What follows belongs to an exercise in optimizing a design on an open flow for small area, a short achievable clock period and few clock cycles; a production flow would make more cautious choices. The RTL was checked by simulation tests, not by an equivalence proof against the original design. Power and IR drop assume default switching activity.

==> flow/design.v (outline; a module is shown in full before it is edited, if it fits) <==
// module ssdv_huffdec: 3045 lines
module ssdv_huffdec(clk, rst, in_valid, in_ready, in_start, in_byte, out_valid, out_ready, out_kind, out_comp, out_k, out_val);
  // ...
==> flow/run.sh <==
#!/bin/bash
# synth_recipe.tcl (not shown) runs the flow's synth.tcl, then flattens the netlist and writes it again
# the make line also repeats each setting of config.mk as NAME=value (left out here)
make -C /OpenROAD-flow-scripts/flow DESIGN_CONFIG=/design/flow/config.mk WORK_HOME=/design/flow/orfs CLKGATE_MAP_FILE= SYNTH_SCRIPT=/design/flow/synth_recipe.tcl finish
==> flow/config.mk <==
export PLATFORM = sky130hd
export DESIGN_NAME = ssdv_huffdec
export DESIGN_NICKNAME = ssdv_huffdec
export VERILOG_FILES = /design/flow/design.v
export SDC_FILE = /design/flow/constraint.sdc
export NUM_CORES = 4
export LEC_CHECK = 0
export ABC_AREA = 1
export CAP_MARGIN = 20
export CORE_MARGIN = 2
export CORE_UTILIZATION = 45
export CTS_BUF_LIST = sky130_fd_sc_hd__clkbuf_4 sky130_fd_sc_hd__clkbuf_8
export PLACE_DENSITY = 0.6
export SLEW_MARGIN = 20
export SYNTH_MEMORY_MAX_BITS = 65536
==> flow/constraint.sdc <==
create_clock -name core_clock -period 8.0 [get_ports {clk}]
set_input_delay 1.6000 -clock core_clock [delete_from_list [all_inputs] [get_ports {clk}]]
set_output_delay 1.6000 -clock core_clock [all_outputs]
set_load 0.01 [all_outputs]
==> run_results.csv, run 1 <==
group,metric,value,unit
run_status,status,"finished clean",
logic_synthesis,synthFlopType,"edfxtp_1",
setup_path,cp-end-kind,"flip-flop",
drt,m1WireLength,16.05,mm
setup_path,reg2regPathDepth,45,
layout,final_cell_mix,"nand2_1 (439), nand3_1 (190), inv_1 (130), nor2_1 (125), o21ai_0 (87)",
floorplanning,nWellTaps,275,
hold_path,hold_depth,0,
logic_synthesis,ys_warn_count,1,
setup_path,crit_buf_inv,7,
setup_path,crit_path_frequent_cell,"nand2_1",
sta,hold_viol,0,
layout,num-nets-final,1588,
logic_synthesis,synth_edf_count,62,
logic_synthesis,async_flop_share,0,%
sta,min_period_over_period,89.47,%
setup_path,crit_path_top_delay_cell,"dfxtp_1",
clock_network,clock_latency,0.39,ns
layout,multi_input_area_share,61.39,%
drt,num_vias,10507,
clock_network,h-tree-depth,3,
sta,worst_slack,0.8424,ns
power_and_ir_drop,pg_clk,0.305,mW
power_and_ir_drop,p_comb,4.31,mW
setup_path,rrSetupSlack,0.84,ns
logic_synthesis,syn_area,9734,µm²
layout,largest_registers,"acc (37), out_raw (12)",
layout,seq_area,2302,µm²
setup_path,start_kind,"flip-flop",
power_and_ir_drop,power.leakage,4.877,nW
clock_network,ctsRootBufferMaster,"clkbuf_8",
logic_synthesis,synthAdderAreaFrac,5.527,%
power_and_ir_drop,intPower,2.096,mW
Testbench counts, summed over its fixed seeds: cycles 11,360.
==> inputs of run 2 (changes only) <==
--- a/flow/config.mk
+++ b/flow/config.mk
@@ -11,5 +11,6 @@
 export CORE_UTILIZATION = 45
 export CTS_BUF_LIST = sky130_fd_sc_hd__clkbuf_4 sky130_fd_sc_hd__clkbuf_8
 export PLACE_DENSITY = 0.6
+export SETUP_SLACK_MARGIN = 1.0
 export SLEW_MARGIN = 20
 export SYNTH_MEMORY_MAX_BITS = 65536
==> run 2 against run 1 <==
Compared with the run above:
- area after synthesis unchanged
- global-route usage unchanged
- final area up 1.7%
- critical endpoint is now out_raw[0]
- first-iteration DRC count up 3.9%
- non-clock buffer count up 13
- core utilization up 0.85 points
- critical path depth down 4
- register-to-register slack better by 0.60 ns
- largest cell class unchanged
==> run_results.csv, run 2 <==
group,metric,value,unit
setup_path,cp_data_required_time,8.25,ns
setup_path,crit_buf_inv,7,
place,place_inst,1799,
layout,design_area,10640,µm²
place,port_buffers,36,
layout,antenna_cells,0,
logic_synthesis,synth_area_per_cell,6.413,µm²
logic_synthesis,synthXorXnorAreaFrac,0.5398,%
drt,ant_nets,0,
sta,max_slew.worst_pin.slew,0.8779,ns
layout,finalNonFillerCells,1828,
floorplanning,row_count,53,
global_routing,grt_overflow,0,
drt,viasPerCell,5.743,
power_and_ir_drop,p_per_area,511.5,nW/µm²
drt,wl_per_cell,19.14,µm
logic_synthesis,synth_top_family_by_area,"simple AND/OR/NAND/NOR gates",
setup_path,crit_path_frequent_cell,"nand2_4",
floorplanning,fp.dieArea,22820,µm²
power_and_ir_drop,total_power,5.441,mW
run,maxCapViolations,0,
clock_network,cts.path.max_buffers,2,
logic_synthesis,synth.area.top_cells,"edfxtp_1 (19%), nand2_1 (17%), nand3_1 (9.8%)",
global_routing,grt_pass1_wl,55.11,mm
floorplanning,initial_utilization,46.02,%
setup_path,crit_family,"simple AND/OR/NAND/NOR gates",
logic_synthesis,async_flop_share,0,%
clock_network,clkTransAtPathRegs,0.10,ns
sta,tns,0,ns
floorplanning,die_h,151.1,µm
drt,drc_errors,0,
sta,period_needed,6.559,ns
hold_path,hp-class,"reg2reg",
setup_path,crit_arrival,6.81,ns
global_routing,grt.total_usage,31.26,%
drt,drt_pass1_iterations,6,
logic_synthesis,seq_area_frac_synth,23.65,%
sta,worst_slack,1.441,ns
clock_network,hold_buffers,0,
sta,hold_viol,0,
layout,drive_gt1_share,13.14,%
power_and_ir_drop,power.leakage,4.930,nW
logic_synthesis,yosysTopAreaCellShare,19.13,%
place,dp_slack,0.9835,ns
floorplanning,die_w,151.1,µm
floorplanning,io_pins,37,
place,place.gp.congestion,0.9787,
sta,hold_ws,0.4768,ns
layout,final_cell_mix,"nand2_1 (436), nand3_1 (189), inv_1 (127), nor2_1 (122), o21ai_0 (86)",
drt,num_vias,10498,
drt,routed_wirelength,34.99,mm
global_routing,antenna_found_initial,0,
sta,finClkSkew,0.01702,ns
setup_path,start_kind,"flip-flop",
power_and_ir_drop,vdd_ir_drop_max,0.2131,mV
floorplanning,fp.coreArea,21150,µm²
logic_synthesis,syn-num-nets,1571,
layout,largest_reg_flops,37,
global_routing,grt_max_degree,43,
logic_synthesis,synth_top_cell_by_area,"edfxtp_1",
logic_synthesis,synth.distinct_cells,71,
layout,area_growth_syn_to_layout,9.294,%
layout,nFillCells,2241,
logic_synthesis,synth_commonest_cells,"nand2_1 (439), nand3_1 (190), inv_1 (130)",
setup_path,path_class,"reg2reg",
sta,rsz0062_at_grt,"yes",
setup_path,crit_path_top_delay_cell,"fa_1",
place,dpl.hpwl,27.73,mm
layout,regMostFlops,"acc",
clock_network,clock_latency,0.39,ns
logic_synthesis,synthAdderAreaFrac,5.527,%
sta,fmax,152.5,MHz
layout,num-nets-final,1601,
logic_synthesis,synthCells,1518,
clock_network,ctsRootBufferMaster,"clkbuf_8",
setup_path,worst-path-max-fanout,15,
drt,drt_iter0_drc,1265,
logic_synthesis,synthFlopType,"edfxtp_1",
logic_synthesis,synth-compound-area-share,17.44,%
layout,final_util,50.29,%
logic_synthesis,synthMuxAreaShare,0,%
place,place_area,10280,µm²
logic_synthesis,syn_area,9734,µm²
global_routing,grt_pass1_vias,9798,
layout,layout_commonest_cell,"nand2_1",
layout,largest_registers,"acc (37), out_raw (12)",
clock_network,cts_buffers,9,
sta,slew_violations,0,
clock_network,cts.sink_count,84,
setup_path,cp-end-kind,"flip-flop",
sta,setup_violations,0,
run_status,status,"finished clean",
logic_synthesis,yosysMostFrequentCell,"nand2_1",
sta,max_slew_margin,41.11,%
logic_synthesis,ys_ff_latch,84,
logic_synthesis,synth_edf_count,62,
logic_synthesis,synth-simple-area-share,42.40,%
logic_synthesis,ys_warn_count,1,
clock_network,h-tree-depth,3,
setup_path,worst_path_largest_cell_delay,0.40,ns
sta,min_period_over_period,81.99,%
clock_network,cts_tree,"built",
[run 2: cell counts after synthesis]
Identical to the previous run, type by type.
[run 2: power by group]
| group | total (mW) | internal [mW] | switching, mW | leakage [nW] |
|---|---|---|---|---|
| combinational | 4.42 | 1.42 | 3.01 | 4.07 |
| clock | 0.304 | 0.118 | 0.187 | 0.0921 |
| sequential | 0.714 | 0.634 | 0.0806 | 0.767 |
[run 2: cells by family (layout without fill, tap and decap cells)]
group / count (synthesis) / in the layout
AO/OA/AOI/OAI: 276 / 276
XOR/XNOR: 6 / 6
adder cells (fa/ha/maj): 40 / 40
buffers and inverters: 224 / 259
flip-flops: 84 / 84
AND/OR/NAND/NOR: 888 / 888
[run 2: repair_timing]
action,4_1_cts,5_1_grt
buffers inserted,0,12
endpoints found under the setup margin,1,45
cloned,0,1
resized for setup,1,31
pin swaps,0,3
[run 2: final timing paths]
| path | from | endpoint | slack (ns) | cells after the start |
|---|---|---|---|---|
| setup / recovery | cnt[3] | out_raw[0] | 1.44 | 41 |
| hold / removal | comp[1] | out_comp[1] | 0.48 | 0 |
| setup reg to reg | cnt[3] | out_raw[0] | 1.44 | 41 |
| hold reg to reg | comp[1] | out_comp[1] | 0.48 | 0 |
[run 2: final cells by class]
cell class	instances	area [µm²]	area share (%)
multi-input cells	1210	6460	60.72
flip-flops and latches	84	2308	21.70
repair buffers	79	699.4	6.574
inverters	164	644.4	6.057
well taps	275	344.1	3.234
clock buffers	9	123.9	1.164
clock inverters	7	58.81	0.5527
[run 2: routing by layer]
metal,vias to the layer above,GRT usage [%],share of wire (%)
met5,-,0,0
met4,0,8.178,2.3
met3,58,4.578,6.3
met2,425,50.91,46
met1,4850,43.42,46
li1,5165,-,-
[run 2: worst reg2reg max path, delay by kind of cell (launching register included)]
family	cells	cell delay, ns
flops	1	0.31
fa+ha+maj	2	0.61
simple gates	22	2.77
compound gates	10	1.37
buf+inv	7	1.37

==> afterwards: timing with drivers on the ports <==
How much do the figures lean on ideal ports? The routed layouts below were timed once more, with nothing changed but the port constraints.
Step 1 (the two cells are an assumption about what drives the block):
set clk [get_ports {clk}]
set_driving_cell -lib_cell sky130_fd_sc_hd__clkbuf_16 $clk
set_driving_cell -lib_cell sky130_fd_sc_hd__buf_2 [delete_from_list [all_inputs] $clk]
Step 2 times the ports against the registers' clock, not the clock port: input delays grow and output delays shrink by t, the midpoint of the rising clock arrivals with the driver on.
a / b / c = ideal ports / drivers / drivers and shift; a / b = the first two.
| run | t, ns | setup WS [ns] | clock arrival spread, ns |
|---|---|---|---|
| run 1 | 0.429 | 0.842 / 0.842 / 0.842 | 0.018 / 0.018 |
| run 2 | 0.424 | 1.441 / 1.441 / 1.441 | 0.017 / 0.017 |
After both steps every run listed still meets setup and hold.
